Background: an optimization exercise with open tools, aiming at small area. Do not read the settings as production practice.
At most, simulation tests tie the RTL to the original design; equivalence was not proved.
The RTL of run 1 was laid out without a check of its function.
Power figures rest on the tool's default switching activity, not on a simulated workload.

### flow/config.mk
export PLATFORM = sky130hd
export DESIGN_NAME = rseq
export DESIGN_NICKNAME = rseq
export VERILOG_FILES = /design/flow/design.v
export SDC_FILE = /design/flow/constraint.sdc
export NUM_CORES = 4
export LEC_CHECK = 0
export CAP_MARGIN = 20
export CORE_MARGIN = 2
export CORE_UTILIZATION = 40
export PLACE_DENSITY = 0.6
export SLEW_MARGIN = 20
### flow/constraint.sdc
create_clock -name core_clock -period 12.0 [get_ports {clk}]
set_input_delay 2.4000 -clock core_clock [delete_from_list [all_inputs] [get_ports {clk}]]
set_output_delay 2.4000 -clock core_clock [all_outputs]
set_load 0.01 [all_outputs]
### flow/design.v
module rseq_fmt (
    input  wire         en,
    input  wire         t,
    input  wire [3:0]   h,
    input  wire [3:0]   d,
    input  wire [3:0]   u,
    output wire [127:0] text,
    output wire [4:0]   len
);
    wire [79:0] full = {8'h7A, 8'h68, 8'h4D, 8'h20, 8'h30, 4'h3, u, 8'h2E, 4'h3, d, 4'h3, h, 8'h31};
    wire l10 = t;
    wire l9  = !t && h[3];
    wire [79:0] sel = l10 ? full : l9 ? {8'h00, full[79:8]} : {16'h0000, full[79:16]};
    assign text = en ? {48'd0, sel} : 128'd0;
    assign len  = en ? (l10 ? 5'd10 : l9 ? 5'd9 : 5'd8) : 5'd0;
endmodule
module rseq (
    input  wire         clk,
    input  wire         rst,
    input  wire         cmd_valid,
    output wire         cmd_ready,
    input  wire [71:0]  cmd_word,
    output wire         rsp_valid,
    input  wire         rsp_ready,
    output wire [7:0]   rsp_status,
    output wire [31:0]  rsp_result,
    output wire [127:0] rsp_text,
    output wire [4:0]   rsp_text_len,
    output wire [7:0]   rsp_err_step,
    output wire [7:0]   rsp_err_addr,
    output wire [7:0]   rsp_err_kind,
    output wire [15:0]  o_frequency,
    output wire [3:0]   o_volume,
    output wire         o_bass,
    output wire         o_mute,
    output wire         o_softmute,
    output wire         o_mono,
    output wire         o_rds,
    output wire         o_tuned,
    output wire         o_band,
    output wire [5:0]   o_rssi,
    output wire [1:0]   o_life,
    output wire         o_busy,
    output wire         tx_valid,
    output reg  [1:0]   tx_kind,
    output wire [7:0]   tx_addr,
    output reg  [15:0]  tx_wdata,
    input  wire         tx_done,
    input  wire         tx_ok,
    input  wire [1:0]   tx_err,
    input  wire [31:0]  tx_rdata,
    input  wire         tick_ms
);
    localparam [3:0] C_INIT = 4'd0, C_TERM = 4'd1, C_SETFREQ = 4'd2, C_GETFREQ = 4'd3,
                     C_FMT = 4'd4, C_BASS = 4'd5, C_MONO = 4'd6, C_MUTE = 4'd7,
                     C_SMUTE = 4'd8, C_VOL = 4'd9, C_BAND = 4'd10, C_SEEKUP = 4'd11,
                     C_SEEKDN = 4'd12, C_SRESET = 4'd13, C_RSSI = 4'd14, C_INFO = 4'd15;
    localparam [2:0] S_IDLE = 3'b000, S_RESP = 3'b001, S_STEP = 3'b100, S_TX = 3'b110,
                     S_CNT = 3'b101, S_FMT = 3'b111;
    localparam [13:0] CNT_END = 14'd4355;
    reg [2:0]  st;
    reg [3:0]  cmd;
    reg [3:0]  pc;           
    reg [3:0]  sts;          
    reg [13:0] cnt;          
    reg        c_on, c_new, c_unmute, c_mono, c_bass, c_seekup, c_seek, c_reset;
    reg        chan_tuned;   
    reg [7:0]  chan_ch;      
    reg [10:0] m;            
    reg [3:0]  d_volume;
    reg        d_bass, d_mute, d_softmute, d_mono, d_rds, d_tuned, d_band;
    reg [5:0]  d_rssi;
    reg [1:0]  life;
    assign cmd_ready = !st[2] && !st[0];
    assign rsp_valid = !st[2] && st[0];
    assign o_busy    = st[2];
    assign tx_valid  = (st == S_TX);
    assign o_frequency = {m, 3'b000} + {m, 1'b0};
    assign o_volume    = d_volume;
    assign o_bass      = d_bass;
    assign o_mute      = d_mute;
    assign o_softmute  = d_softmute;
    assign o_mono      = d_mono;
    assign o_rds       = d_rds;
    assign o_tuned     = d_tuned;
    assign o_band      = d_band;
    assign o_rssi      = d_rssi;
    assign o_life      = life;
    wire [7:0]  op = cmd_word[71:64];
    wire [31:0] A  = cmd_word[63:32];
    wire [31:0] B  = cmd_word[31:0];
    wire a_hi_zero = (A[31:1] == 31'd0);
    wire a_zero    = a_hi_zero && !A[0];
    wire b_zero    = (B == 32'd0);
    reg [3:0] ncmd;
    reg       op_ok, arg_ok;
    always @(*) begin
        op_ok  = 1'b1;
        arg_ok = a_zero && b_zero;
        ncmd   = C_INIT;
        case (op)
            8'h01: begin ncmd = C_INIT;    arg_ok = 1'b1; end
            8'h02:       ncmd = C_TERM;
            8'h10: begin ncmd = C_SETFREQ; arg_ok = b_zero; end
            8'h11:       ncmd = C_GETFREQ;
            8'h12:       ncmd = C_FMT;
            8'h20: begin ncmd = C_BASS;    arg_ok = a_hi_zero && b_zero; end
            8'h21: begin ncmd = C_MONO;    arg_ok = a_hi_zero && b_zero; end
            8'h22: begin ncmd = C_MUTE;    arg_ok = a_hi_zero && b_zero; end
            8'h23: begin ncmd = C_SMUTE;   arg_ok = a_hi_zero && b_zero; end
            8'h24: begin ncmd = C_VOL;     arg_ok = b_zero; end
            8'h30: begin ncmd = C_BAND;    arg_ok = a_hi_zero && b_zero; end
            8'h31:       ncmd = C_SEEKUP;
            8'h32:       ncmd = C_SEEKDN;
            8'h40:       ncmd = C_SRESET;
            8'h41:       ncmd = C_RSSI;
            8'h42:       ncmd = C_INFO;
            default:     op_ok = 1'b0;
        endcase
    end
    wire is_init = (op == 8'h01);
    wire [3:0] pre = !op_ok                     ? 4'b0100 :
                     !arg_ok                    ? 4'b0101 :
                     (!is_init && life == 2'd0) ? 4'b1000 :
                     (!is_init && life[1])      ? 4'b1001 : 4'b0000;
    wire go = (pre == 4'b0000);
    wire [3:0] vol_a = A[31] ? 4'd0 : (A[30:4] != 27'd0) ? 4'd15 : A[3:0];
    wire [3:0] vol_b = B[31] ? 4'd0 : (B[30:4] != 27'd0) ? 4'd15 : B[3:0];
    wire f_small = A[31] || ((A[30:14] == 17'd0) && (A[13:1] < 13'd4350));
    wire f_big   = !A[31] && ((A[30:14] != 17'd0) || (A[13:1] > 13'd5400));
    wire [13:0] f_half = f_small ? 14'd4350 : f_big ? 14'd5400 : {1'b0, A[13:1]};
    wire k_init = (cmd == C_INIT), k_term = (cmd == C_TERM), k_freq = (cmd == C_SETFREQ);
    wire k_seek = (cmd == C_SEEKUP) || (cmd == C_SEEKDN), k_srst = (cmd == C_SRESET);
    wire k_rseq1 = (cmd == C_GETFREQ) || (cmd == C_INFO);
    wire k_w2 = (cmd == C_BASS) || (cmd == C_MONO) || (cmd == C_MUTE);
    wire p1 = (pc == 4'd1), p2 = (pc == 4'd2), p3 = (pc == 4'd3), p4 = (pc == 4'd4),
         p5 = (pc == 4'd5), p6 = (pc == 4'd6), p7 = (pc == 4'd7), p8 = (pc == 4'd8),
         p9 = (pc == 4'd9);
    wire t_w2 = (k_init && (p1 || p3 || p4 || p5)) || (k_term && p2) || (k_freq && p1) ||
                (k_w2 && p1) || (k_seek && (p1 || p3)) || (k_srst && (p1 || p2));
    wire t_w3 = (k_init && p6) || (k_term && p3) || (k_freq && p2) || ((cmd == C_BAND) && p1);
    wire t_w4 = (k_term && p4) || ((cmd == C_SMUTE) && p1);
    wire t_w5 = (k_init && (p2 || p7 || p9)) || (k_term && (p1 || p5)) || (k_freq && p3) ||
                ((cmd == C_VOL) && p1);
    wire t_w6 = k_term && p6;
    wire t_w7 = k_term && p7;
    wire t_ridx = (cmd == C_RSSI) && p1;
    wire t_rseq = (k_init && p8) || (k_freq && p4) || (k_rseq1 && p1) || (k_seek && p2);
    wire t_none = !(t_w2 || t_w3 || t_w4 || t_w5 || t_w6 || t_w7 || t_ridx || t_rseq);
    wire [1:0] tk = t_none ? 2'd3 : t_rseq ? 2'd2 : t_ridx ? 2'd1 : 2'd0;
    wire [3:0] ta = t_w2 ? 4'h2 : t_w3 ? 4'h3 : t_w4 ? 4'h4 : t_w5 ? 4'h5 :
                    t_w6 ? 4'h6 : t_w7 ? 4'h7 : t_ridx ? 4'hB : 4'h0;
    wire div = (k_init && p6) || (k_freq && p2);
    wire [2:0] wt = ((k_init && p7) || (k_freq && p3)) ? 3'd1 :
                    ((k_init && p8) || (k_freq && p4)) ? 3'd2 :
                    (k_seek && p2)                     ? 3'd3 :
                    (k_srst && p2)                     ? 3'd4 : 3'd0;
    reg [13:0] wconst;
    always @(*) begin
        case (wt)
            3'd1:    wconst = 14'd5350;
            3'd2:    wconst = 14'd5850;
            3'd3:    wconst = 14'd9350;
            default: wconst = 14'd14350;
        endcase
    end
    always @(*) tx_kind = tk;
    assign tx_addr = {4'h0, ta};
    wire init1 = (cmd == C_INIT) && (pc == 4'd1);
    wire [15:0] ctrl_w = {c_on, c_unmute, c_mono, c_bass, 2'b00, c_seekup, c_seek,
                          4'b0000, c_on && !init1, c_new && !init1, c_reset || init1, c_on};
    wire [15:0] chan_w = {2'b00, chan_ch, 1'b0, chan_tuned, !chan_tuned && d_band, 3'b000};
    wire [15:0] r4_w   = {6'd0, d_softmute, 9'd0};
    wire [15:0] vol_w  = {12'h84D, ((cmd == C_INIT) && (pc != 4'd9)) ? 4'd1 : d_volume};
    always @(*) begin
        case (ta)
            4'h2:    tx_wdata = ctrl_w;
            4'h3:    tx_wdata = chan_w;
            4'h4:    tx_wdata = r4_w;
            4'h5:    tx_wdata = vol_w;
            default: tx_wdata = 16'h0000;
        endcase
    end
    wire [3:0] dd_u = (cnt[3:0]  >= 4'd5) ? cnt[3:0]  + 4'd3 : cnt[3:0];
    wire [3:0] dd_d = (cnt[7:4]  >= 4'd5) ? cnt[7:4]  + 4'd3 : cnt[7:4];
    wire [3:0] dd_h = (cnt[11:8] >= 4'd5) ? cnt[11:8] + 4'd3 : cnt[11:8];
    wire m_bit = m[4'd11 - pc];
    always @(posedge clk) begin
        if (rst) begin
            st         <= S_IDLE;
            m          <= 11'd0;
            d_volume   <= 4'd0;
            d_bass     <= 1'b0;
            d_mute     <= 1'b0;
            d_softmute <= 1'b0;
            d_mono     <= 1'b0;
            d_rds      <= 1'b0;
            d_tuned    <= 1'b0;
            d_band     <= 1'b1;
            d_rssi     <= 6'd0;
            life       <= 2'd0;
        end else begin
            case (st)
                S_IDLE: if (cmd_valid) begin
                    cmd <= ncmd;
                    pc  <= 4'd1;
                    sts <= pre;
                    cnt <= (ncmd == C_FMT) ? 14'd0 : f_half;
                    if (!go)
                        st <= S_RESP;
                    else begin
                        st <= (ncmd == C_FMT) ? S_FMT : S_STEP;
                        case (ncmd)
                            C_INIT: begin
                                m          <= 11'd0;
                                d_volume   <= vol_b;
                                d_bass     <= 1'b0;
                                d_mute     <= 1'b0;
                                d_softmute <= 1'b0;
                                d_mono     <= 1'b0;
                                d_rds      <= 1'b0;
                                d_tuned    <= 1'b0;
                                d_band     <= 1'b1;
                                d_rssi     <= 6'd0;
                                life       <= 2'd0;
                                c_on       <= 1'b1;
                                c_new      <= 1'b1;
                                c_unmute   <= 1'b1;
                                c_mono     <= 1'b0;
                                c_bass     <= 1'b0;
                                c_seekup   <= 1'b0;
                                c_seek     <= 1'b0;
                                c_reset    <= 1'b0;
                            end
                            C_TERM:    d_volume <= 4'd0;
                            C_SETFREQ: begin c_on <= 1'b1; c_unmute <= 1'b1; end
                            C_BASS:    begin d_bass <= A[0]; c_bass <= A[0]; end
                            C_MONO:    begin d_mono <= A[0]; c_mono <= A[0]; c_seek <= 1'b0; end
                            C_MUTE:    begin d_mute <= A[0]; c_unmute <= !A[0]; end
                            C_SMUTE:   d_softmute <= A[0];
                            C_VOL:     d_volume <= vol_a;
                            C_BAND:    begin d_band <= A[0]; chan_tuned <= 1'b0; chan_ch <= 8'd0; end
                            C_SEEKUP:  begin c_seekup <= 1'b1; c_seek <= 1'b1; end
                            C_SEEKDN:  begin c_seekup <= 1'b0; c_seek <= 1'b1; end
                            C_SRESET:  c_reset <= 1'b1;
                            default: ;
                        endcase
                    end
                end
                S_STEP: begin
                    if (cmd == C_SRESET && pc == 4'd2) c_reset <= 1'b0;
                    if ((cmd == C_SEEKUP || cmd == C_SEEKDN) && pc == 4'd3) c_seek <= 1'b0;
                    if (cmd == C_INIT && pc == 4'd4) begin d_bass <= 1'b1; c_bass <= 1'b1; end
                    if (cmd == C_TERM && pc == 4'd2) begin
                        c_on <= 1'b0; c_new <= 1'b0; c_unmute <= 1'b0; c_mono <= 1'b0;
                        c_bass <= 1'b0; c_seekup <= 1'b0; c_seek <= 1'b0; c_reset <= 1'b0;
                    end
                    if (cmd == C_INIT && pc == 4'd5) d_rds <= 1'b1;
                    if (tk == 2'd3) begin
                        if (cmd == C_INIT) begin d_tuned <= 1'b1; life <= 2'd1; end
                        if (cmd == C_TERM) life <= 2'd2;
                        st <= S_RESP;
                    end else if (div) begin
                        chan_ch    <= 8'd0;
                        chan_tuned <= 1'b1;
                        st         <= S_CNT;
                    end else if (wt != 3'd0) begin
                        cnt <= wconst;
                        st  <= S_CNT;
                    end else
                        st <= S_TX;
                end
                S_CNT: begin
                    if (cnt < CNT_END)
                        st <= S_TX;
                    else if (div || tick_ms) begin
                        cnt <= cnt - 14'd5;
                        if (div) chan_ch <= chan_ch + 8'd1;
                    end
                end
                S_TX: if (tx_done) begin
                    if (tx_ok) begin
                        if (tk == 2'd2) begin
                            if (cmd == C_INFO) begin
                                d_rds   <= tx_rdata[31];
                                d_rssi  <= tx_rdata[15:10];
                                d_tuned <= tx_rdata[8];
                                d_mono  <= c_mono;
                            end else
                                m <= 11'd870 + {1'b0, tx_rdata[25:16]};
                        end
                        if (tk == 2'd1) d_rssi <= tx_rdata[15:10];
                        pc <= pc + 4'd1;
                        st <= S_STEP;
                    end else begin
                        sts <= {2'b00, tx_err};
                        if (cmd == C_INIT && pc != 4'd9) d_volume <= 4'd0;
                        st <= S_RESP;
                    end
                end
                S_FMT: begin
                    cnt <= {1'b0, dd_h, dd_d, dd_u, m_bit};
                    pc  <= pc + 4'd1;
                    if (pc == 4'd11) st <= S_RESP;
                end
                S_RESP: if (rsp_ready) st <= S_IDLE;
                default: st <= S_IDLE;
            endcase
        end
    end
    wire ok    = (sts == 4'b0000);
    wire txerr = !sts[3] && !sts[2] && (sts[1] || sts[0]);
    assign rsp_status   = {2'b00, sts[3:2], 2'b00, sts[1:0]};
    assign rsp_err_kind = txerr ? {6'd0, sts[1:0]} : 8'd0;
    assign rsp_err_step = txerr ? {4'd0, pc} : 8'd0;
    assign rsp_err_addr = !txerr ? 8'd0 : (tk == 2'd2) ? 8'h0A : {4'h0, ta};
    assign rsp_result = !ok                ? 32'd0 :
                        (cmd == C_GETFREQ) ? {16'd0, o_frequency} :
                        (cmd == C_RSSI)    ? {26'd0, d_rssi} :
                        (cmd == C_INFO)    ? {21'd0, d_mono, d_tuned, d_rds, 2'b00, d_rssi} : 32'd0;
    rseq_fmt u_fmt (
        .en(ok && cmd == C_FMT), .t(cnt[12]), .h(cnt[11:8]), .d(cnt[7:4]), .u(cnt[3:0]),
        .text(rsp_text), .len(rsp_text_len)
    );
endmodule
### flow/flow/run.sh
#!/bin/bash
# The standard layout (standard.sh: ORFS synthesis through finish, unchanged
# scripts), with two settings changed:
#  - every input and output port still gets its own buffer, but a buf_1
#    instead of the buffer that buffer_ports picks by default;
#  - constant outputs share tie cells instead of one tie cell per load.
# The make output goes to run.log in this folder; ORFS keeps each step's
# full tool log under orfs/logs/.
set -euo pipefail
export BUFFER_PORTS_ARGS="-buffer_cell sky130_fd_sc_hd__buf_1"
export SKIP_REPAIR_TIE_FANOUT=1
bash standard.sh finish > run.log 2>&1
### flow/standard.sh
#!/bin/bash
# synth_recipe.tcl (not shown) runs the flow's synth.tcl, then flattens the netlist and writes it again
# the make line also repeats each setting of config.mk as NAME=value (left out here)
make -C /OpenROAD-flow-scripts/flow DESIGN_CONFIG=/design/flow/config.mk WORK_HOME=/design/flow/orfs CLKGATE_MAP_FILE= SYNTH_SCRIPT=/design/flow/synth_recipe.tcl "${@:-finish}"
==> results of run 1 <==
[sequential cells by signal (all words and copies together), names as in the netlist, 2 cells and up]
signal	flops
cnt	14
m	11
chan_ch	8
d_rssi	6
cmd	4
d_volume	4
pc	4
sts	4
st	3
life	2
[worst max-delay path, cell delays in order (launching register included)]
cell      delay [ps]
edfxtp_1         550
inv_1            170
ha_1             310
nand2_1          210
nor3_1            70
nor2_1           150
nand3_1          500
nor4b_2         1020
a32o_1           330
buf_1            160
[per-layer routing]
metal	vias up	GRT usage, %	share of wire (%)
met3	39	4.65	7.9
met5	-	0	0
met1	3894	31.2	42
li1	3953	-	-
met4	0	7.86	2.3
met2	424	40.1	48
[power breakdown]
part	switching [mW]	total [mW]	internal [mW]
Combinational	0.164	0.244	0.0797
Clock	0.119	0.273	0.155
Sequential	0.0304	0.326	0.296
Total	0.313	0.844	0.530
[kinds of logic (layout without fill, tap and decap cells)]
| family | Yosys count | after routing |
|---|---|---|
| other cells | 1 | 1 |
| fa+ha+maj | 26 | 26 |
| xor+xnor | 38 | 38 |
| flops | 76 | 76 |
| compound gates | 254 | 254 |
| mux | 21 | 21 |
| simple gates | 442 | 442 |
| buf+inv | 250 | 308 |
[final timing paths]
kind,end,slack (ps),depth (start not counted)
hold reg to reg,d_rssi[0],480,2
setup reg to reg,life[0],8630,9
hold / removal,d_rssi[0],480,2
setup / recovery,tx_wdata[2],5780,9
[final cells by class]
class,instances,area (sq um),area share [%]
well taps,270,338,3.92
clock buffers,11,254,2.95
repair buffers,254,985,11.4
clock inverters,5,40.0,0.464
multi-input cells,782,4910,57.0
flip-flops and latches,76,1950,22.6
inverters,38,143,1.65
[Yosys cell counts (all sizes together) (4+ instances only)]
library cell	count	share of area, %
o2111ai	4	0.42
and3	20	1.5
o22ai	8	0.60
a31oi	5	0.37
clkbuf	45	2.0
xnor2	27	2.8
inv	38	1.7
nand2	98	4.4
mux2	8	1.1
nor4	23	1.9
nand4	12	0.97
a21oi	75	4.5
or3	13	0.97
a221oi	9	0.94
mux2i	11	1.3
nor2b	13	0.97
nor4b	9	1.2
and2	15	1.1
or4	6	0.58
edfxtp	43	15
nand2b	29	2.2
buf	167	14
nand4b	5	0.52
a22o	5	0.52
o21a	7	0.63
nand3	48	2.9
o21ai	60	3.6
nor3	30	1.8
nor2	96	4.3
o31ai	6	0.54
a211oi	14	1.3
dfxtp	33	7.9
o211ai	7	0.69
xor2	11	1.1
ha	25	3.7
o21bai	4	0.36
o311ai	4	0.51
or2	6	0.45
nor3b	8	0.72
a21o	10	0.90
[stage by stage]
| step | hold slack [ps] | cells |
|---|---|---|
| 3_3_place_gp | 469 | 1420 |
| 2_1_floorplan | 462 | 1108 |
| 6_report | 484 | 1436 |
| 3_5_place_dp | 473 | 1420 |
| 4_1_cts | 484 | 1436 |
| 5_1_grt | 517 | 1436 |
==> impl_results.md, run 1 <==
* Total Routing Usage GR at 24.0%
* Setup Skew at 9.41 ps
* Syn nets at 1,247
* Rel. slew slack at 29.0%
* Pin count of the biggest net entering global routing at 115
* First-pass GRT wire length at 41,500 um
* Post-synth ARST share at 0%
* Vias after detailed routing at 8,310
* Initial antenna violation count at 0
* Core area at 0.0204 sq mm
* Leak Pwr at 3.12 nW
* Post-CTS Setup Bufs at 0
* Fin crit share at 51.8%
* Register bit total from synthesis at 76
* Largest family of logic cells by synthesized area: simple AND/OR/NAND/NOR gates
* Layout area overhead at 2.85%
* DRT Wirelength at 27,400 um
* CP Capture Type: output pin
* Pre-Repair DR Iteration Count at 5
* Die ar. at 0.0221 sq mm
* Detailed Place HPWL at 21,400 um
* Drt drc at 0
* Cell Rows at 52
* Htree depth at 3
* CTS root buffer: clkbuf_16
* Fillers at 2,148
* Worst EP required at 9600 ps
* NumNets Final at 1,300
* Hold Crit Class: register to register
* Num CTS Buffers at 9
* Crit path arrival time at 3820 ps
* GPL Wtd Cong at 0.909
* Peak supply drop at 0.0513 mV
* Crit Path Class: register to output pin
* Adder-Cell Fraction of Synth Area at 3.97%
* Highest-count cells in the layout ignoring fill and taps: buf_1, nand2_1, nor2_1
* TNS Setup at 0 ps
* Vias in the first global route at 7,464
* Crit path launch: pc[0]
* Finished layout cell area at 0.00862 sq mm
* Crit path time final at 6220 ps
* Netlist cell types at 87
* WL/cell at 19.1 um
* Synth Warn # at 1
* Average cell area after synthesis at 7.57 sq um
* TritonCTS sink count at 76
* Post_cts resized at 0
* Startpoint Class: register
* Initial core utilization at 41.0%
* CTS Buffer Depth at 2
* Commonest non-fill, non-tap cell in the layout: buf_1
* Grt ovf at 0
* Port bufs at 246
* Share of cells above drive strength 1 at 4.46%
* Max-slew violation count at 0
* Mux cell area share after synthesis at 2.93%
* Finish-stage setup viols at 0
* Min-Delay Startpoint: d_rssi[0]
* DR iter-0 viols at 755
* Top FF cell, synth: edfxtp_1
* Final WS setup at 5780 ps
* Post-Synth XOR/XNOR Area at 3.97%
* Outcome: no timing/DRC/antenna violations
* Pwr dens at 97.8 mW/mm^2
* Post-Synth Simple-Gate Area at 27.6%
* Mapped Area at 0.00838 sq mm
* Final Hold Fails at 0
* Sequential area share after synthesis at 23.3%
* Fmax at 161 MHz
* Max Cap Violations at 0
* Die Y at 149 um
* Slew @ Worst Pin at 1060 ps
* Setup slack after placement at 6220 ps
* FF-to-FF Start: pc[0]
* Clock latency on the worst-skew pair at 350 ps
* Post-route antenna net violation count at 0
* Detail-routed via count per cell at 5.79
* Number of I/O pins at 375
* Unrepaired setup endpoints after global routing: false
* Compound-Gate Fraction of Synth Area at 20.0%
* Total power at 0.844 mW
* CTS clk-pin slew, worst paths at 60 ps
* Antenna cells at 0
* Largest fanout on the critical path at 18
* Post-synth EDFFs at 43
* Placed Instance Area at 0.00833 sq mm
* CTS tree: built
* Final core area utilization at 42.2%
* Die width at 149 um
* Cells after synthesis at 1,108
* Post-CTS Hold Fix Bufs at 0
==> run 2, diff against run 1 <==
--- a/flow/design.v
+++ b/flow/design.v
@@ -10,7 +10,8 @@
     wire [79:0] full = {8'h7A, 8'h68, 8'h4D, 8'h20, 8'h30, 4'h3, u, 8'h2E, 4'h3, d, 4'h3, h, 8'h31};
     wire l10 = t;
     wire l9  = !t && h[3];
-    wire [79:0] sel = l10 ? full : l9 ? {8'h00, full[79:8]} : {16'h0000, full[79:16]};
+    wire [79:0] sel = l10 ? full : l9 ? {8'h00, full[79:16], 8'h38 | {7'd0, h[0]}} :
+                      {16'h0000, full[79:16]};
     assign text = en ? {48'd0, sel} : 128'd0;
     assign len  = en ? (l10 ? 5'd10 : l9 ? 5'd9 : 5'd8) : 5'd0;
 endmodule
@@ -89,9 +90,13 @@
     wire [7:0]  op = cmd_word[71:64];
     wire [31:0] A  = cmd_word[63:32];
     wire [31:0] B  = cmd_word[31:0];
-    wire a_hi_zero = (A[31:1] == 31'd0);
+    wire a_top = (A[30:14] != 17'd0);
+    wire a_mid = (A[13:4] != 10'd0);
+    wire a_big4 = a_top || a_mid;                        
+    wire a_hi_zero = !A[31] && !a_big4 && (A[3:1] == 3'd0);
     wire a_zero    = a_hi_zero && !A[0];
-    wire b_zero    = (B == 32'd0);
+    wire b_big4 = (B[30:4] != 27'd0);
+    wire b_zero = !B[31] && !b_big4 && (B[3:0] == 4'd0);
     reg [3:0] ncmd;
     reg       op_ok, arg_ok;
     always @(*) begin
@@ -124,11 +129,10 @@
                      (!is_init && life == 2'd0) ? 4'b1000 :
                      (!is_init && life[1])      ? 4'b1001 : 4'b0000;
     wire go = (pre == 4'b0000);
-    wire [3:0] vol_a = A[31] ? 4'd0 : (A[30:4] != 27'd0) ? 4'd15 : A[3:0];
-    wire [3:0] vol_b = B[31] ? 4'd0 : (B[30:4] != 27'd0) ? 4'd15 : B[3:0];
-    wire f_small = A[31] || ((A[30:14] == 17'd0) && (A[13:1] < 13'd4350));
-    wire f_big   = !A[31] && ((A[30:14] != 17'd0) || (A[13:1] > 13'd5400));
-    wire [13:0] f_half = f_small ? 14'd4350 : f_big ? 14'd5400 : {1'b0, A[13:1]};
+    wire [3:0] vol_a = A[31] ? 4'd0 : a_big4 ? 4'd15 : A[3:0];
+    wire [3:0] vol_b = B[31] ? 4'd0 : b_big4 ? 4'd15 : B[3:0];
+    wire f_big = a_top || (A[13:1] > 13'd5400);
+    wire [13:0] f_half = A[31] ? 14'd0 : f_big ? 14'd5400 : {1'b0, A[13:1]};
     wire k_init = (cmd == C_INIT), k_term = (cmd == C_TERM), k_freq = (cmd == C_SETFREQ);
     wire k_seek = (cmd == C_SEEKUP) || (cmd == C_SEEKDN), k_srst = (cmd == C_SRESET);
     wire k_rseq1 = (cmd == C_GETFREQ) || (cmd == C_INFO);
@@ -205,7 +209,7 @@
                     cmd <= ncmd;
                     pc  <= 4'd1;
                     sts <= pre;
-                    cnt <= (ncmd == C_FMT) ? 14'd0 : f_half;
+                    cnt <= f_half;
                     if (!go)
                         st <= S_RESP;
                     else begin
==> flow/flow/run.sh (replaced) <==
#!/bin/bash
# The standard layout (standard.sh: ORFS synthesis through finish, unchanged
# scripts), with three settings changed:
#  - every input and output port still gets its own buffer, but a buf_1
#    instead of the buffer that buffer_ports picks by default;
#  - constant outputs share tie cells instead of one tie cell per load;
#  - synthesis leaves adders to ABC instead of mapping them to full and
#    half adder cells first (registers are mapped as in the standard
#    synthesis; that step comes after this one).
# The make output goes to run.log in this folder; ORFS keeps each step's
# full tool log under orfs/logs/.
set -euo pipefail
export BUFFER_PORTS_ARGS="-buffer_cell sky130_fd_sc_hd__buf_1"
export SKIP_REPAIR_TIE_FANOUT=1
export ADDER_MAP_FILE=
bash standard.sh finish > run.log 2>&1
--- a/flow/config.mk
+++ b/flow/config.mk
@@ -8,5 +8,6 @@
 export CAP_MARGIN = 20
 export CORE_MARGIN = 2
 export CORE_UTILIZATION = 40
+export CTS_BUF_LIST = sky130_fd_sc_hd__clkbuf_8
 export PLACE_DENSITY = 0.6
 export SLEW_MARGIN = 20
==> run 2 against run 1 <==
Count of clock-buffer cells in the layout decreased by 2. Register-to-register slack worse by 110 ps. Area after synthesis fell by 1.1%. Combinational power shrank 21%. Flip-flop and latch count unchanged. Total power down 13%. Clock power fell by 17%. Design area fell by 3.0%. Maximum frequency is 2.7% higher. Critical path depth is 4 lower. Via count shrank 1.8%. Final cell count shrank 2.1%. Largest power group unchanged.
==> impl_results.md, run 2 <==
* Outcome: no timing/DRC/antenna violations
* WL/cell at 19.1 um
* Fillers at 2,185
* Post_cts resized at 0
* Grt ovf at 0
* CP max stage cell: nand4b_1
* FF-to-FF Start: st[1]
* GPL Wtd Cong at 0.904
* Die Y at 148 um
* Commonest non-fill, non-tap cell in the layout: buf_1
* Detailed Place HPWL at 20,000 um
* Comb power frac at 26.1%
* Leak Pwr at 2.83 nW
* CTS Buffer Depth at 2
* Hold Crit Class: register to register
* Max Cap Violations at 0
* Cell Rows at 52
* Fin crit share at 50.5%
* Setup Skew at 17.0 ps
* Setup slack, reg-to-reg at 8520 ps
* CP Cell Sequence: nor4_1, nand4b_1, nor3_1, and2_1, buf_1
* Drt drc at 0
* Highest-count cells in the layout ignoring fill and taps: buf_1, nor2_1, nand2_1
* Number of buffers and inverters on the critical path at 1
* Post-synth ARST share at 0%
* Worst setup path end: rsp_text[2]
* Netlist cell types at 90
* Crit Path Class: register to output pin
* Vias after detailed routing at 8,162
* Sequential area share after synthesis at 23.5%
* Die ar. at 0.0219 sq mm
* Worst Hold Slack at 480 ps
* Top-count cell post-synth: buf_4
* Top cells by area, synth: edfxtp_1, buf_4, dfxtp_1
* First-pass GRT wire length at 41,000 um
* Initial antenna violation count at 1
* DR iter-0 viols at 644
* Top FF cell, synth: edfxtp_1
* Port bufs at 246
* Register bit total from synthesis at 76
* CTS root buffer: clkbuf_8
* CTS clk-pin slew, worst paths at 90 ps
* Layout area overhead at 0.875%
* Stages on the worst setup path at 5
* Largest Register: cnt
* Reg power frac at 43.2%
* R2R cell count at 7
* Final Hold Fails at 0
* NumNets Final at 1,243
* Num CTS Buffers at 9
* Number of I/O pins at 375
* Pwr dens at 88.2 mW/mm^2
* Rel. slew slack at 37.9%
* Crit path arrival time at 3660 ps
* Delay-heaviest family, CP: simple AND/OR/NAND/NOR gates
* Finish-stage setup viols at 0
* Vias in the first global route at 7,232
* Share of cells above drive strength 1 at 4.85%
* Fmax at 165 MHz
* Peak supply drop at 0.0465 mV
* Unrepaired setup endpoints after global routing: false
* CP Capture Type: output pin
* Average cell area after synthesis at 7.55 sq um
* TritonCTS sink count at 76
* Sw frac at 36.6%
* Post-CTS Setup Bufs at 0
* Post-CTS Hold Fix Bufs at 0
* Startpoint Class: register
* Detail-routed via count per cell at 5.81
* DRT Wirelength at 26,800 um
* Slew @ Worst Pin at 924 ps
* Max-slew violation count at 0
* Internal power at 0.467 mW
* NetSw at 0.270 mW
* Pre-Repair DR Iteration Count at 5
* Synth Warn # at 1
* Post-route antenna net violation count at 0
* Die width at 148 um
* Initial core utilization at 40.8%
* Htree depth at 3
* CTS tree: built
* Regs by FF count: cnt x14, m x11, chan_ch x8
* Share of the synthesized area in the top cell type at 15.6%
* TNS Setup at 0 ps
* Crit path launch: sts[1]
* Total Routing Usage GR at 23.6%
* Most frequent cells after synthesis: buf_4, nor2_1, nand2_1, a21oi_1, clkbuf_1
* Syn nets at 1,211
* Mapped Area at 0.00829 sq mm
* Largest fanout on the critical path at 18
* Pin count of the biggest net entering global routing at 115
* Max reg flops at 14
* Area leader, netlist: edfxtp_1
* Clock power share at 30.8%
* Post-synth EDFFs at 43
* Core area at 0.0203 sq mm
* Clock latency on the worst-skew pair at 400 ps
* Cells after synthesis at 1,098
* Crit path time final at 6060 ps
* RR Endpoint: cnt[9]
* Worst EP required at 9600 ps
* CP peak stage delay at 850 ps
run 2: area by class of cell:
type	count	area, sq um	share of cell area [%]
clock inverters	7	92.6	1.11
diodes	1	2.50	0.0299
inverters	19	71.3	0.853
multi-input cells	770	4800	57.4
clock buffers	9	124	1.48
repair buffers	254	983	11.8
flip-flops and latches	76	1950	23.3
well taps	270	338	4.04
run 2: metal layers:
| metal | global-route usage [%] | routed length [um] |
|---|---|---|
| met1 | 31.6 | 11600 |
| met2 | 38.8 | 12900 |
| met3 | 4.01 | 1740 |
| met4 | 7.81 | 596 |
| met5 | 0 | 0 |
run 2: power groups by stage:
stage	clock, mW	sequential, mW	combinational, mW
floorplan	0	0.302	0.173
global placement	0	0.323	0.186
detailed placement	0	0.323	0.188
CTS	0.228	0.317	0.189
global route	0.239	0.321	0.210
finish	0.227	0.318	0.192
run 2: worst min-delay path by stage:
stage	startpoint	slack, ps	depth (start not counted)	to
after global routing	d_rssi[5]	500	2	d_rssi[5]
final	d_rssi[0]	480	2	d_rssi[0]
after global placement	d_rssi[0]	460	2	d_rssi[0]
after detailed placement	d_rssi[0]	470	2	d_rssi[0]
after CTS	d_rssi[0]	480	2	d_rssi[0]
after floorplan	d_rssi[0]	480	2	d_rssi[0]
run 2: logic make-up after synthesis:
logic type               Yosys count  synth area share (%)
multiplexers                      26                  3.50
XOR/XNOR                          35                  3.70
AND/OR/NAND/NOR                  444                  28.4
AO/OA/AOI/OAI                    262                  21.9
adder cells (fa/ha/maj)            2                 0.242
flip-flops                        76                  23.5
buffers and inverters            252                  18.6
other                              1                0.0452
run 2: per-stage QoR:
step	total power [mW]	utilization, %	setup slack (ps)	cells	cell area, sq um
floorplan	0.475	-	6200	1098	8290
global placement	0.510	40.1	6380	1388	8140
detailed placement	0.511	40.1	6260	1389	8140
CTS	0.734	41.2	5840	1405	8360
global route	0.770	41.2	5420	1406	8360
finish	0.737	41.2	5940	1406	8360
run 2: worst min-delay path, delay by kind of cell (launching register included):
kind | cells | cell delay (ps)
AO/OA/AOI/OAI | 1 | 50
AND/OR/NAND/NOR | 1 | 60
flip-flops | 1 | 340
==> run 3, diff against run 2 <==
==> flow/flow/run.sh (replaced) <==
#!/bin/bash
# The standard layout (standard.sh: ORFS from synthesis through finish), with
# these changes:
#  - synthesis is synth_recipe.tcl with an area-oriented ABC script
#    (flow/synth_area.tcl, flow/area.abc), and adders left to ABC instead of
#    being mapped to full and half adder cells first. Registers are mapped
#    before either step, exactly as in the standard synthesis;
#  - every input and output port still gets its own buffer, but a buf_1
#    instead of the buffer that buffer_ports picks by default;
#  - constant outputs share tie cells instead of one tie cell per load.
# The make output goes to run.log in this folder; ORFS keeps each step's
# full tool log under orfs/logs/.
set -euo pipefail
here=$(pwd)
export FLOW_SYNTH_TCL=$here/synth_recipe.tcl
export BUFFER_PORTS_ARGS="-buffer_cell sky130_fd_sc_hd__buf_1"
export SKIP_REPAIR_TIE_FANOUT=1
export ADDER_MAP_FILE=
export CTS_ARGS="-sink_clustering_enable -repair_clock_nets -dont_use_dummy_load -buf_list sky130_fd_sc_hd__clkbuf_8"
sed "s#SYNTH_SCRIPT=[^ ]*#SYNTH_SCRIPT=$here/flow/synth_area.tcl#" standard.sh > standard_area.sh
grep -q "SYNTH_SCRIPT=$here/flow/synth_area.tcl" standard_area.sh
bash standard_area.sh finish > run.log 2>&1
==> flow/flow/area.abc (new file) <==
strash
&get -n
&fraig -x
&put
scorr
dc2
dretime
strash
balance -l; resub -K 6 -l; rewrite -l; resub -K 6 -N 2 -l; refactor -l; resub -K 8 -l; balance -l; resub -K 8 -N 2 -l; rewrite -l; resub -K 10 -l; rewrite -z -l; resub -K 10 -N 2 -l; balance -l; resub -K 12 -l; refactor -z -l; resub -K 12 -N 2 -l; rewrite -z -l; balance -l
balance -l; resub -K 6 -l; rewrite -l; resub -K 6 -N 2 -l; refactor -l; resub -K 8 -l; balance -l; resub -K 8 -N 2 -l; rewrite -l; resub -K 10 -l; rewrite -z -l; resub -K 10 -N 2 -l; balance -l; resub -K 12 -l; refactor -z -l; resub -K 12 -N 2 -l; rewrite -z -l; balance -l
dch -f
amap -F 10 -A 10 -C 5000
topo
==> flow/flow/synth_area.tcl (new file) <==
# The standard flow's synthesis script (synth_recipe.tcl: ORFS synthesis without the fsm and
# share passes, flattened, function nets renamed), with one change: ABC maps the
# logic with an area-oriented script (area.abc beside this file) instead of
# ORFS's speed script. Registers are mapped before ABC runs, so they come out
# as in the standard synthesis.
set area_abc_script [file join [file dirname [info script]] area.abc]
proc abc {args} {
  set i [lsearch -exact $args -script]
  if {$i >= 0} {
    set args [lreplace $args $i [expr {$i + 1}]]
  }
  set i [lsearch -exact $args -D]
  if {$i >= 0} {
    set args [lreplace $args $i [expr {$i + 1}]]
  }
  yosys abc -script $::area_abc_script {*}$args
}
source $::env(FLOW_SYNTH_TCL)
--- a/flow/config.mk
+++ b/flow/config.mk
@@ -8,6 +8,6 @@
 export CAP_MARGIN = 20
 export CORE_MARGIN = 2
 export CORE_UTILIZATION = 40
-export CTS_BUF_LIST = sky130_fd_sc_hd__clkbuf_8
+export GPL_TIMING_DRIVEN = 0
 export PLACE_DENSITY = 0.6
 export SLEW_MARGIN = 20
==> run 3 against run 2 <==
Global-route usage rose by 2.0 points. Sequential power increased by 32%. Register-to-register slack worse by 890 ps. Clock skew increased by 4.7 ps. Core utilization grew 8.2 points. Non-clock buffer count up 149. Flip-flop and latch count unchanged. Combinational power increased to 3.4 times the previous value. Via count decreased by 6.8%. Count of clock-buffer cells in the layout is the same. Final cell count grew 2.4%. Clock power shrank about 30%. Largest cell class unchanged.
==> impl_results.md, run 3 <==
* Outcome: no timing/DRC/antenna violations
* CTS clk-pin slew, worst paths at 70 ps
* TNS Setup at 0 ps
* Die Y at 134 um
* Die width at 134 um
* Post_cts resized at 0
* RR Endpoint: life[1]
* Max-slew violation count at 0
* CTS tree: built
* CP Capture Type: output pin
* CTS root buffer: clkbuf_8
* GPL Wtd Cong at 0.937
* Layout area overhead at 20.8%
* CTS Buffer Depth at 2
* Peak supply drop at 0.0743 mV
* Final core area utilization at 49.4%
* Pwr dens at 151 mW/mm^2
* Rel. slew slack at 36.5%
* Core area at 0.0165 sq mm
* Share of the synthesized area in the top cell type at 19.1%
* Cell Rows at 47
* Post-route antenna net violation count at 0
* Top-count cell post-synth: nor2_1
* Clock latency on the worst-skew pair at 370 ps
* Setup slack, reg-to-reg at 7630 ps
* Crit Path Class: register to output pin
* Share of cells above drive strength 1 at 14.3%
* Finish-stage setup viols at 0
* R2R cell count at 14
* Hold endpoint: d_mute
* Pre-Repair DR Iteration Count at 5
* Max reg flops at 14
* Num CTS Buffers at 9
* Largest fanout on the critical path at 11
* NumNets Final at 1,335
* Fmax at 142 MHz
* Antenna cells at 0
* Inst Count DP at 1,431
* Final WS setup at 4950 ps
* Number of I/O pins at 375
* Htree depth at 3
* Setup Skew at 21.7 ps
* Cells after synthesis at 959
* Commonest non-fill, non-tap cell in the layout: buf_1
* Synth Warn # at 1
* Detail-routed via count per cell at 5.28
* Worst EP required at 9600 ps
* Drt drc at 0
* Register bit total from synthesis at 76
* Syn nets at 1,072
* WL/cell at 16.8 um
* Die ar. at 0.0180 sq mm
* FF-to-FF Start: cmd[3]
* Most frequent cells after synthesis: nor2_1, buf_4, clkinv_1, o21ai_0, a21oi_1
* Max Cap Violations at 0
* Top cells by area, synth: edfxtp_1, buf_4, nor2_1
* Highest-count cells in the layout ignoring fill and taps: buf_1, nor2_1, buf_4
* Post-CTS Hold Fix Bufs at 0
* Vias in the first global route at 6,698
* Leak Pwr at 3.02 nW
* Min-Delay Startpoint: d_mute
* Unrepaired setup endpoints after global routing: false
* Crit path time final at 7050 ps
* Post-CTS Setup Bufs at 0
* Largest Register: cnt
* Port bufs at 246
* Post-synth EDFFs at 43
* Vias after detailed routing at 7,607
* Finished Layout Cells at 1,440
* DRT Wirelength at 24,200 um
* Detailed Place HPWL at 19,500 um
* Setup slack after placement at 4960 ps
* Area leader, netlist: edfxtp_1
* Fin crit share at 58.8%
* Slew @ Worst Pin at 952 ps
* Regs by FF count: cnt x14, m x11, chan_ch x8
* Netlist cell types at 45
* Fillers at 1,735
* Startpoint Class: register
* Grt ovf at 0
* Initial core utilization at 40.9%
* Pin count of the biggest net entering global routing at 115
* Final Hold Fails at 0
* Initial antenna violation count at 0
* First-pass GRT wire length at 36,200 um
* DR iter-0 viols at 456
* Top FF cell, synth: edfxtp_1
* Crit path arrival time at 4650 ps
* Mapped Area at 0.00676 sq mm
* Post-synth ARST share at 0%
* Total Routing Usage GR at 25.7%
* Sequential area share after synthesis at 28.9%
* Worst hold stages at 2
* TritonCTS sink count at 76
* Hold Crit Class: register to register
* Average cell area after synthesis at 7.05 sq um
==> run 3: metal layers <==
layer / part of all wire (%) / track usage, % / vias up
met5: 0 / 0 / -
met4: 2.1 / 7.74 / 0
met3: 8.3 / 5.25 / 45
met2: 48 / 44.5 / 388
met1: 41 / 32.2 / 3423
li1: - / - / 3751
==> run 3: critical path: stages (launching register included) <==
cell	delay [ps]
edfxtp_1	380
or2_0	180
nor2b_1	80
nor2_1	530
nand2b_1	310
nor4_2	660
clkinv_1	470
nor2_1	770
clkinv_1	440
o22ai_1	260
buf_1	200
==> run 3: kinds of logic (layout without fill, tap and decap cells) <==
logic type	after synthesis	count (layout)	share of synthesized area, %
AND/OR/NAND/NOR	371	371	24.5
flip-flops	76	76	28.9
buffers and inverters	275	536	23.7
other	1	1	0.0555
AO/OA/AOI/OAI	236	236	22.9
==> run 3: power breakdown <==
| group | switching (mW) | internal, mW |
|---|---|---|
| clock | 0.0906 | 0.0671 |
| sequential | 0.0596 | 0.360 |
| combinational | 0.450 | 0.209 |
==> run 3: through the flow <==
stage | cell area, sq um | hold WS (ps) | total power [mW]
detailed placement | 8030 | 516 | 1.07
global placement | 7960 | 507 | 1.05
finish | 8160 | 521 | 1.24
global route | 8160 | 568 | 1.33
CTS | 8160 | 532 | 1.23
floorplan | 6760 | 501 | 0.849
==> run 3: how the worst max path moves through the flow <==
stage	endpoint	cells past startpoint	start	slack, ps
finish	rsp_text[8]	10	sts[2]	4950
global route	rsp_text[16]	10	sts[2]	4480
CTS	rsp_text[8]	10	sts[2]	4860
detailed placement	d_rssi[4]	18	cmd_word[70]	4960
global placement	rsp_text[8]	10	sts[3]	3800
floorplan	rsp_text[16]	9	sts[3]	5710
==> run 3: cell type report <==
| type | count | area [sq um] | area share, % |
|---|---|---|---|
| tap | 220 | 275 | 3.37 |
| clock buffer | 9 | 124 | 1.52 |
| timing repair buffer | 252 | 973 | 11.9 |
| buffer | 151 | 1130 | 13.9 |
| multi-input combinational | 608 | 3240 | 39.7 |
| sequential | 76 | 1950 | 23.9 |
| inverter | 124 | 465 | 5.70 |
==> run 4, diff against run 3 <==
--- a/flow/config.mk
+++ b/flow/config.mk
@@ -8,6 +8,6 @@
 export CAP_MARGIN = 20
 export CORE_MARGIN = 2
 export CORE_UTILIZATION = 40
-export GPL_TIMING_DRIVEN = 0
+export CTS_BUF_LIST = sky130_fd_sc_hd__clkbuf_8
 export PLACE_DENSITY = 0.6
 export SLEW_MARGIN = 20
==> run 4 against run 3 <==
Count of clock-buffer cells in the layout did not move. Highest routed layer unchanged. Global-route usage shrank 1.2 points. Critical path depth increased by 1.
==> impl_results.md, run 4 <==
* DRT Wirelength at 22,600 um
* Worst Hold Slack at 530 ps
* Setup slack, reg-to-reg at 7730 ps
* Register bit total from synthesis at 76
* Cell Rows at 47
* Largest Register: cnt
* Setup Skew at 17.2 ps
* Initial antenna violation count at 0
* Number of I/O pins at 375
* Worst setup path end: rsp_text[8]
* Max reg flops at 14
* FF-to-FF Start: cmd[3]
* TritonCTS sink count at 76
* Layout area overhead at 4.05%
* Fin crit share at 56.2%
* Fmax at 148 MHz
* Crit path arrival time at 4350 ps
* Netlist cell types at 45
* Post-route antenna net violation count at 0
* Cells after synthesis at 959
* Vias in the first global route at 6,578
* Die width at 134 um
* Inst Count DP at 1,282
* Post-CTS Setup Bufs at 0
* Leak Pwr at 2.20 nW
* Final Hold Fails at 0
* Total Routing Usage GR at 24.5%
* CTS Buffer Depth at 2
* Most frequent cells after synthesis: nor2_1, buf_4, clkinv_1, o21ai_0, a21oi_1
* Max-slew violation count at 0
* RR Endpoint: life[1]
* Outcome: no timing/DRC/antenna violations
* Top FF cell, synth: edfxtp_1
* Post-synth EDFFs at 43
* Peak supply drop at 0.0815 mV
* Clock latency on the worst-skew pair at 370 ps
* Regs by FF count: cnt x14, m x11, chan_ch x8
* Detailed Place HPWL at 18,100 um
* Share of cells above drive strength 1 at 1.96%
* Area leader, netlist: edfxtp_1
* Unrepaired setup endpoints after global routing: false
* Drt drc at 0
* Worst EP required at 9600 ps
* Syn nets at 1,072
* Multi-input gate area at 0.00323 sq mm
* Highest-count cells in the layout ignoring fill and taps: buf_1, nor2_1, clkinv_1
* CTS tree: built
* Top cells by area, synth: edfxtp_1, buf_4, nor2_1
* Initial core utilization at 40.9%
* DR iter-0 viols at 405
* Rel. slew slack at 35.4%
* Mapped Area at 0.00676 sq mm
* Startpoint Class: register
* Register area at 0.00195 sq mm
* Vias after detailed routing at 7,121
* Slew @ Worst Pin at 961 ps
* Post-CTS Hold Fix Bufs at 0
* Finished layout cell area at 0.00703 sq mm
* Top-count cell post-synth: nor2_1
* NumNets Final at 1,186
* R2R cell count at 14
* Synth Warn # at 1
* Detail-routed via count per cell at 5.52
* Crit path launch: sts[3]
* Grt ovf at 0
* Num CTS Buffers at 9
* Max Cap Violations at 0
* Post-synth ARST share at 0%
* Commonest non-fill, non-tap cell in the layout: buf_1
* Finished Layout Cells at 1,291
* Port bufs at 246
* WL/cell at 17.5 um
* Finish-stage setup viols at 0
* Average cell area after synthesis at 7.05 sq um
* CP Capture Type: output pin
* Final WS setup at 5250 ps
* Crit path time final at 6750 ps
* Pwr dens at 171 mW/mm^2
* Antenna cells at 0
* Fillers at 1,817
* Post_cts resized at 0
* GPL Wtd Cong at 0.906
* Die ar. at 0.0180 sq mm
* TNS Setup at 0 ps
* Largest fanout on the critical path at 12
* Sequential area share after synthesis at 28.9%
* Hold Crit Class: register to register
* Setup slack after placement at 5210 ps
* Pin count of the biggest net entering global routing at 115
* CTS root buffer: clkbuf_8
* CTS clk-pin slew, worst paths at 80 ps
* Die Y at 134 um
* Htree depth at 3
* Core area at 0.0165 sq mm
* Share of the synthesized area in the top cell type at 19.1%
* First-pass GRT wire length at 34,200 um
* Placed Instance Area at 0.00690 sq mm
* Crit Path Class: register to output pin
* Pre-Repair DR Iteration Count at 6
run 4: changes by cell type in the layout (fill, tap and decap cells not counted):
cell / before / now
buf_2: 4 / 0
buf_8: 1 / 0
o21ai_1: 0 / 1
buf_6: 1 / 0
buf_1: 245 / 246
nor2_1: 192 / 194
o21ai_2: 1 / 0
buf_4: 152 / 8
nor2_2: 2 / 0
run 4: critical path, cell delays in order, from the launching register on:
cell	delay, ps
edfxtp_1	360
or2_0	170
nor2b_1	90
nor2_1	560
nand2b_1	310
nor4_2	340
buf_4	250
clkinv_1	260
nor2_1	720
clkinv_1	440
o22ai_1	260
buf_1	190
run 4: kinds of logic (layout without fill, tap and decap cells):
logic type | Yosys count | in the layout | share of synthesized area, %
flops | 76 | 76 | 28.9
simple gates | 371 | 371 | 24.5
compound gates | 236 | 236 | 22.9
other cells | 1 | 1 | 0.0555
buf+inv | 275 | 387 | 23.7
run 4: report_power, final:
group / internal [mW] / switching, mW / total (mW)
logic: 0.182 / 0.438 / 0.620
clock network: 0.0671 / 0.0908 / 0.158
registers: 0.361 / 0.0610 / 0.422
total: 0.610 / 0.589 / 1.20
run 4: cell type report:
cell class,count,area share [%]
flip-flops and latches,76,27.8
clock buffers,9,1.76
repair buffers,254,14.0
multi-input cells,608,46.0
well taps,220,3.91
inverters,124,6.62
run 4: worst min path at each step:
stage / startpoint / endpoint / slack [ps] / cells after the start
floorplan: m[4] / m[4] / 500 / 2
global placement: d_rssi[5] / d_rssi[5] / 510 / 2
detailed placement: d_rssi[3] / d_rssi[3] / 510 / 2
CTS: d_softmute / d_softmute / 530 / 2
global route: d_mono / d_mono / 560 / 2
finish: d_mute / d_mute / 530 / 2
run 4: metrics by stage:
step / utilization [%] / total power, mW
3_5_place_dp: 41.8 / 1.03
6_report: 42.6 / 1.20
3_3_place_gp: 41.8 / 1.03
5_1_grt: 42.6 / 1.29
2_1_floorplan: - / 0.849
4_1_cts: 42.5 / 1.19
run 4: routing by layer:
metal  up-vias  GRT usage, %  routed length (um)
met5         -             0                   0
met4         0          10.8                 721
met3        52          3.70                1580
met2       333          40.5               10400
met1      3284          31.7                9910
li1       3452             -                   -
==> run 5, diff against run 4 <==
--- a/flow/flow/run.sh
+++ b/flow/flow/run.sh
@@ -16,7 +16,6 @@
 export BUFFER_PORTS_ARGS="-buffer_cell sky130_fd_sc_hd__buf_1"
 export SKIP_REPAIR_TIE_FANOUT=1
 export ADDER_MAP_FILE=
-export CTS_ARGS="-sink_clustering_enable -repair_clock_nets -dont_use_dummy_load -buf_list sky130_fd_sc_hd__clkbuf_8"
 sed "s#SYNTH_SCRIPT=[^ ]*#SYNTH_SCRIPT=$here/flow/synth_area.tcl#" standard.sh > standard_area.sh
 grep -q "SYNTH_SCRIPT=$here/flow/synth_area.tcl" standard_area.sh
 bash standard_area.sh finish > run.log 2>&1
==> run 5 against run 4 <==
Still clean on timing, DRC and antenna. Die area unchanged. Worst setup slack better by 33 ps. First-iteration DRC count up 20%. Combinational power about the same. Maximum frequency up 0.49%. Highest routed layer unchanged. Routed wire length down 0.37%. Largest power group unchanged. Register-to-register slack about the same. Final cell count up 0.54%. Sequential power about the same.
==> impl_results.md, run 5 <==
* Outcome: no timing/DRC/antenna violations
* Average cell area after synthesis at 7.05 sq um
* Initial core utilization at 40.9%
* Highest-count cells in the layout ignoring fill and taps: buf_1, nor2_1, clkinv_1
* Rel. slew slack at 35.5%
* Pre-Repair DR Iteration Count at 5
* Max reg flops at 14
* Layout area overhead at 5.78%
* Top FF cell, synth: edfxtp_1
* Register bit total from synthesis at 76
* Pwr dens at 179 mW/mm^2
* Detail-routed via count per cell at 5.50
* Sequential area share after synthesis at 28.9%
* GPL Wtd Cong at 0.906
* Fmax at 149 MHz
* Largest Register: cnt
* Worst hold stages at 2
* Crit path time final at 6710 ps
* Detailed Place HPWL at 18,100 um
* CTS clk-pin slew, worst paths at 80 ps
* Area leader, netlist: edfxtp_1
* Regs by FF count: cnt x14, m x11, chan_ch x8
* Pin count of the biggest net entering global routing at 115
* CTS tree: built
* TNS Setup at 0 ps
* Top cells by area, synth: edfxtp_1, buf_4, nor2_1
* Most frequent cells after synthesis: nor2_1, buf_4, clkinv_1, o21ai_0, a21oi_1
* Initial antenna violation count at 0
* Core area at 0.0165 sq mm
* Share of the synthesized area in the top cell type at 19.1%
* Post-CTS Setup Bufs at 0
* Placed Instance Area at 0.00690 sq mm
* Die ar. at 0.0180 sq mm
* Crit Path Class: register to output pin
* Worst EP required at 9600 ps
* Post-synth EDFFs at 43
* Fin crit share at 55.9%
* CP peak stage delay at 720 ps
* Crit path arrival time at 4310 ps
* TritonCTS sink count at 76
* Largest fanout on the critical path at 12
* Die Y at 134 um
* DRT Wirelength at 22,600 um
* Finished layout cell area at 0.00715 sq mm
* Leak Pwr at 2.26 nW
* CP Capture Type: output pin
* Vias after detailed routing at 7,134
* Hold Crit Class: register to register
* Cell Rows at 47
* Cells after synthesis at 959
* Number of buffers and inverters on the critical path at 4
* Post_cts resized at 0
* Clock latency on the worst-skew pair at 380 ps
* Final WS setup at 5290 ps
* FF-to-FF Start: cmd[3]
* Syn nets at 1,072
* CP max stage cell: nor2_1
* Setup slack after placement at 5210 ps
* WL/cell at 17.4 um
* Post-synth ARST share at 0%
* Max-slew violation count at 0
* Netlist cell types at 45
* Post-CTS Hold Fix Bufs at 0
* Number of I/O pins at 375
* Port bufs at 246
* Drt drc at 0
* Top-count cell post-synth: nor2_1
* Startpoint Class: register
* Final core area utilization at 43.3%
* DR iter-0 viols at 484
* Synth Warn # at 1
* Vias in the first global route at 6,584
* Commonest non-fill, non-tap cell in the layout: buf_1
* Antenna cells at 0
* Max Cap Violations at 0
* Num CTS Buffers at 9
* Delay-heaviest family, CP: simple AND/OR/NAND/NOR gates
* Stages on the worst setup path at 11
* R2R cell count at 14
* NumNets Final at 1,186
* Fillers at 1,808
* Mapped Area at 0.00676 sq mm
* Slew @ Worst Pin at 960 ps
* Unrepaired setup endpoints after global routing: false
* Die width at 134 um
* Min-Delay Startpoint: d_softmute
* Peak supply drop at 0.0813 mV
* CP Cell Sequence: or2_0, nor2b_1, nor2_1, nand2b_1, nor4_2, buf_4, clkinv_1, nor2_1, clkinv_1, o22ai_1, buf_1
* Share of cells above drive strength 1 at 2.50%
* Total Routing Usage GR at 24.5%
* Crit path launch: sts[3]
* Grt ovf at 0
* CTS root buffer: clkbuf_8
* Final Hold Fails at 0
* Htree depth at 3
* Finish-stage setup viols at 0
* Setup Skew at 10.6 ps
* CTS Buffer Depth at 2
* First-pass GRT wire length at 34,200 um
* Post-route antenna net violation count at 0
-- run 5: routing by layer --
layer / up-vias / share of wire, % / global-route usage (%)
met5: - / 0 / 0
met4: 0 / 3.2 / 10.1
met3: 52 / 7.2 / 4.16
met2: 320 / 46 / 40.5
met1: 3299 / 43 / 31.7
li1: 3463 / - / -
-- run 5: worst register-to-register path: cells and delay by family (launching register included) --
family	cells	cell delay, ps
buffers and inverters	2	450
AO/OA/AOI/OAI	4	1200
flip-flops	1	470
AND/OR/NAND/NOR	8	2040
-- run 5: cell type report --
class	count	area, sq um	share of cell area [%]
Multi-Input combinational cell	608	3230	45.2
Clock inverter	7	116	1.63
Timing Repair Buffer	254	983	13.8
Inverter	124	465	6.51
Tap cell	220	275	3.85
Sequential cell	76	1950	27.3
Clock buffer	9	124	1.73
-- run 5: path summary, 6_finish.rpt --
check | to | slack (ps)
setup / recovery | rsp_text[8] | 5290
hold / removal | d_softmute | 530
setup reg to reg | life[1] | 7740
hold reg to reg | d_softmute | 530
-- run 5: kinds of logic (layout without fill, tap and decap cells) --
kind of cell,count (synthesis),after routing,synth area share [%]
other cells,1,1,0.0555
flops,76,76,28.9
buf+inv,275,394,23.7
simple gates,371,371,24.5
compound gates,236,236,22.9
-- run 5: report_power, final --
part | total [mW] | switching, mW | internal, mW
sequential | 0.421 | 0.0610 | 0.360
clock | 0.242 | 0.105 | 0.138
combinational | 0.619 | 0.437 | 0.182
total | 1.28 | 0.602 | 0.680
-- run 5: stage by stage --
stage          power (mW)  cells  hold slack, ps
6_report             1.28   1298             532
5_1_grt              1.37   1298             565
4_1_cts              1.28   1298             533
3_5_place_dp         1.03   1282             512
3_3_place_gp         1.03   1282             507
2_1_floorplan       0.849    959             501
==> run 6, diff against run 5 <==
--- a/flow/design.v
+++ b/flow/design.v
@@ -62,7 +62,7 @@
     reg [2:0]  st;
     reg [3:0]  cmd;
     reg [3:0]  pc;           
-    reg [3:0]  sts;          
+    reg [2:0]  sts;          
     reg [13:0] cnt;          
     reg        c_on, c_new, c_unmute, c_mono, c_bass, c_seekup, c_seek, c_reset;
     reg        chan_tuned;   
@@ -124,15 +124,14 @@
         endcase
     end
     wire is_init = (op == 8'h01);
-    wire [3:0] pre = !op_ok                     ? 4'b0100 :
-                     !arg_ok                    ? 4'b0101 :
-                     (!is_init && life == 2'd0) ? 4'b1000 :
-                     (!is_init && life[1])      ? 4'b1001 : 4'b0000;
-    wire go = (pre == 4'b0000);
+    wire [2:0] pre = !op_ok                     ? 3'b100 :
+                     !arg_ok                    ? 3'b101 :
+                     (!is_init && life == 2'd0) ? 3'b110 :
+                     (!is_init && life[1])      ? 3'b111 : 3'b000;
+    wire go = !pre[2];
     wire [3:0] vol_a = A[31] ? 4'd0 : a_big4 ? 4'd15 : A[3:0];
     wire [3:0] vol_b = B[31] ? 4'd0 : b_big4 ? 4'd15 : B[3:0];
-    wire f_big = a_top || (A[13:1] > 13'd5400);
-    wire [13:0] f_half = A[31] ? 14'd0 : f_big ? 14'd5400 : {1'b0, A[13:1]};
+    wire [13:0] f_half = A[31] ? 14'd0 : a_top ? 14'h3FFF : {1'b0, A[13:1]};
     wire k_init = (cmd == C_INIT), k_term = (cmd == C_TERM), k_freq = (cmd == C_SETFREQ);
     wire k_seek = (cmd == C_SEEKUP) || (cmd == C_SEEKDN), k_srst = (cmd == C_SRESET);
     wire k_rseq1 = (cmd == C_GETFREQ) || (cmd == C_INFO);
@@ -275,7 +274,7 @@
                         st <= S_TX;
                 end
                 S_CNT: begin
-                    if (cnt < CNT_END)
+                    if (cnt < CNT_END || (div && chan_ch == 8'd210))
                         st <= S_TX;
                     else if (div || tick_ms) begin
                         cnt <= cnt - 14'd5;
@@ -297,7 +296,7 @@
                         pc <= pc + 4'd1;
                         st <= S_STEP;
                     end else begin
-                        sts <= {2'b00, tx_err};
+                        sts <= {1'b0, tx_err};
                         if (cmd == C_INIT && pc != 4'd9) d_volume <= 4'd0;
                         st <= S_RESP;
                     end
@@ -312,9 +311,9 @@
             endcase
         end
     end
-    wire ok    = (sts == 4'b0000);
-    wire txerr = !sts[3] && !sts[2] && (sts[1] || sts[0]);
-    assign rsp_status   = {2'b00, sts[3:2], 2'b00, sts[1:0]};
+    wire ok    = (sts == 3'b000);
+    wire txerr = !sts[2] && (sts[1] || sts[0]);
+    assign rsp_status   = sts[2] ? {2'b00, sts[1], !sts[1], 3'b000, sts[0]} : {6'd0, sts[1:0]};
     assign rsp_err_kind = txerr ? {6'd0, sts[1:0]} : 8'd0;
     assign rsp_err_step = txerr ? {4'd0, pc} : 8'd0;
     assign rsp_err_addr = !txerr ? 8'd0 : (tk == 2'd2) ? 8'h0A : {4'h0, ta};
--- a/flow/flow/run.sh
+++ b/flow/flow/run.sh
@@ -7,7 +7,8 @@
 #    before either step, exactly as in the standard synthesis;
 #  - every input and output port still gets its own buffer, but a buf_1
 #    instead of the buffer that buffer_ports picks by default;
-#  - constant outputs share tie cells instead of one tie cell per load.
+#  - constant outputs share tie cells instead of one tie cell per load;
+#  - clock tree synthesis uses clkbuf_8 buffers and adds no dummy loads.
 # The make output goes to run.log in this folder; ORFS keeps each step's
 # full tool log under orfs/logs/.
 set -euo pipefail
@@ -16,6 +17,7 @@
 export BUFFER_PORTS_ARGS="-buffer_cell sky130_fd_sc_hd__buf_1"
 export SKIP_REPAIR_TIE_FANOUT=1
 export ADDER_MAP_FILE=
+export CTS_ARGS="-sink_clustering_enable -repair_clock_nets -dont_use_dummy_load -buf_list sky130_fd_sc_hd__clkbuf_8"
 sed "s#SYNTH_SCRIPT=[^ ]*#SYNTH_SCRIPT=$here/flow/synth_area.tcl#" standard.sh > standard_area.sh
 grep -q "SYNTH_SCRIPT=$here/flow/synth_area.tcl" standard_area.sh
 bash standard_area.sh finish > run.log 2>&1
==> flow/config.mk (replaced) <==
export PLATFORM = sky130hd
export DESIGN_NAME = rseq
export DESIGN_NICKNAME = rseq
export VERILOG_FILES = /design/flow/design.v
export SDC_FILE = /design/flow/constraint.sdc
export NUM_CORES = 4
export LEC_CHECK = 0
export CAP_MARGIN = 0
export CORE_MARGIN = 2
export CORE_UTILIZATION = 40
export PLACE_DENSITY = 0.6
export SLEW_MARGIN = 0
==> run 6 against run 5 <==
Largest power group unchanged. Flip-flop and latch count fell by 1. Clock power fell by 35%. Total power fell by 13%. Design area fell by 2.5%. Sequential power fell by 5%. Worst setup slack got worse by 670 ps. Maximum frequency fell by 9.0%. Count of clock-buffer cells in the layout did not move. Critical path depth rose by 7. Non-clock buffer count rose by 1.
==> impl_results.md, run 6 <==
* Share of the synthesized area in the top cell type at 18.8%
* Commonest non-fill, non-tap cell in the layout: buf_1
* Die ar. at 0.0178 sq mm
* Post-synth EDFFs at 42
* WL/cell at 17.3 um
* Slew @ Worst Pin at 854 ps
* Startpoint Class: input pin
* Synth Warn # at 1
* Number of buffers and inverters on the critical path at 4
* Unrepaired setup endpoints after global routing: false
* CTS Buffer Depth at 2
* Die Y at 134 um
* Cells after synthesis at 955
* Max reg flops at 14
* Register bit total from synthesis at 75
* Detail-routed via count per cell at 5.42
* Finish-stage setup viols at 0
* Share of cells above drive strength 1 at 1.88%
* Max Cap Violations at 0
* Largest fanout on the critical path at 14
* Crit path time final at 7380 ps
* Core area at 0.0165 sq mm
* Reg power frac at 35.9%
* FF-to-FF Start: cmd[1]
* Min-Delay Startpoint: d_mute
* Outcome: no timing/DRC/antenna violations
* DRT Wirelength at 22,200 um
* Port bufs at 246
* Total Routing Usage GR at 24.1%
* Vias after detailed routing at 6,968
* Largest Register: cnt
* Top-count cell post-synth: nor2_1
* Rel. slew slack at 41.6%
* Total power at 1.12 mW
* Delay-heaviest family, CP: simple AND/OR/NAND/NOR gates
* CP Capture Type: register
* R2R cell count at 16
* Peak supply drop at 0.0764 mV
* NumNets Final at 1,181
* DR iter-0 viols at 521
* Grt ovf at 0
* CTS tree: built
* Drt drc at 0
* CP peak stage delay at 700 ps
* TritonCTS sink count at 75
* Netlist cell types at 47
* Top FF cell, synth: edfxtp_1
* Final Hold Fails at 0
* GPL Wtd Cong at 0.979
* Post_cts resized at 0
* Highest-count cells in the layout ignoring fill and taps: buf_1, nor2_1, clkinv_1
* Worst EP required at 12,260 ps
* Number of I/O pins at 375
* Final WS setup at 4620 ps
* Die width at 134 um
* Average cell area after synthesis at 7.03 sq um
* Htree depth at 3
* Crit path arrival time at 7640 ps
* Sw frac at 48.6%
* CP Cell Sequence: buf_1, or4_1, nor3_1, nand4_1, nor2_1, nand4b_1, nor4_1, o311ai_0, o32ai_1, clkinv_1, nor2_1, nand2_1, clkinv_1, o22ai_1, a2111oi_0, clkinv_1, a22oi_1, nor2_1
* Internal power at 0.576 mW
* First-pass GRT wire length at 33,800 um
* Cell Rows at 47
* Hold endpoint: d_mute
* Setup slack after placement at 4230 ps
* Comb power frac at 49.9%
* Layout area overhead at 3.78%
* Leak Pwr at 2.14 nW
* Num CTS Buffers at 9
* Area leader, netlist: edfxtp_1
* Mapped Area at 0.00672 sq mm
* Worst hold stages at 2
* CP max stage cell: a2111oi_0
* Regs by FF count: cnt x14, m x11, chan_ch x8
* Vias in the first global route at 6,211
* Post-route antenna net violation count at 0
* TNS Setup at 0 ps
* Max-slew violation count at 0
* Most frequent cells after synthesis: nor2_1, buf_4, clkinv_1, o21ai_0, a21oi_1
* CTS clk-pin slew, worst paths at 80 ps
* Crit Path Class: input pin to register
* Final core area utilization at 42.2%
* Sequential area share after synthesis at 28.6%
* Initial core utilization at 40.7%
* Clock power share at 14.1%
* Syn nets at 1,068
* Post-CTS Setup Bufs at 0
* Finished Layout Cells at 1,286
* Detailed Place HPWL at 17,900 um
* Inst Count DP at 1,277
* Pre-Repair DR Iteration Count at 5
* Top cells by area, synth: edfxtp_1, buf_4, nor2_1
* Setup slack, reg-to-reg at 7640 ps
* Hold Crit Class: register to register
* Pwr dens at 161 mW/mm^2
* Antenna cells at 0
* Post-synth ARST share at 0%
* Fin crit share at 61.5%
* Initial antenna violation count at 0
* Clock latency on the worst-skew pair at 380 ps
* Pin count of the biggest net entering global routing at 115
* NetSw at 0.544 mW
* Fmax at 135 MHz
* CTS root buffer: clkbuf_8
* Setup Skew at 27.6 ps
* RR Endpoint: life[1]
* Post-CTS Hold Fix Bufs at 0
==> run 6: kinds of logic after synthesis <==
group | share of synthesized area [%]
compound gates | 24.5
buf+inv | 24.2
flops | 28.6
other cells | 0.0558
simple gates | 22.7
==> run 6: tightest hold or removal path, stage by stage (launching register included) <==
cell and delay (ps):
dfxtp_1 330, a32oi_1 50, nor2_1 80
==> run 6: worst max path at each step <==
stage	startpoint	to	slack (ps)	cells past startpoint
2_1_floorplan	cmd_word[47]	m[3]	5670	17
3_3_place_gp	cmd_word[47]	d_volume[0]	4340	18
3_5_place_dp	cmd_word[47]	d_volume[0]	4230	18
4_1_cts	cmd_word[47]	d_volume[0]	4600	18
5_1_grt	cmd_word[47]	d_volume[2]	4050	19
6_report	cmd_word[47]	d_volume[0]	4620	18
==> run 6: final cells by class <==
class                   instances  area [sq um]
fillers                      1808          9550
multi-input cells             599          3180
flip-flops and latches         75          1920
repair buffers                255           991
inverters                     128           480
well taps                     220           275
clock buffers                   9           124
==> run 6: per-layer routing <==
metal  vias to the layer above  track usage [%]  routed length (um)
met5                         -                0                   0
met4                         0             8.04                 448
met3                        33             2.93                1370
met2                       307             39.3               10400
met1                      3171             33.2                9950
li1                       3457                -                   -
==> run 6: per-stage QoR <==
stage,instance area [sq um],hold slack [ps]
2_1_floorplan,6720,473
3_3_place_gp,6850,473
3_5_place_dp,6850,474
4_1_cts,6970,495
5_1_grt,6970,545
6_report,6970,493
==> run 6: power by group through the flow <==
stage | Combinational (mW) | Clock [mW] | Sequential, mW
after floorplan | 0.399 | 0 | 0.396
final | 0.559 | 0.158 | 0.402
after CTS | 0.554 | 0.161 | 0.402
after global routing | 0.628 | 0.171 | 0.412
after global placement | 0.552 | 0 | 0.407
after detailed placement | 0.552 | 0 | 0.408

Check on run 6: ideal ports give 4.619 ns setup slack; a clkbuf_16 on the clock port and buf_2 on the inputs give 4.630 ns; moving port delays by the midpoint clock arrival (0.403 ns) as well gives 4.227 ns.
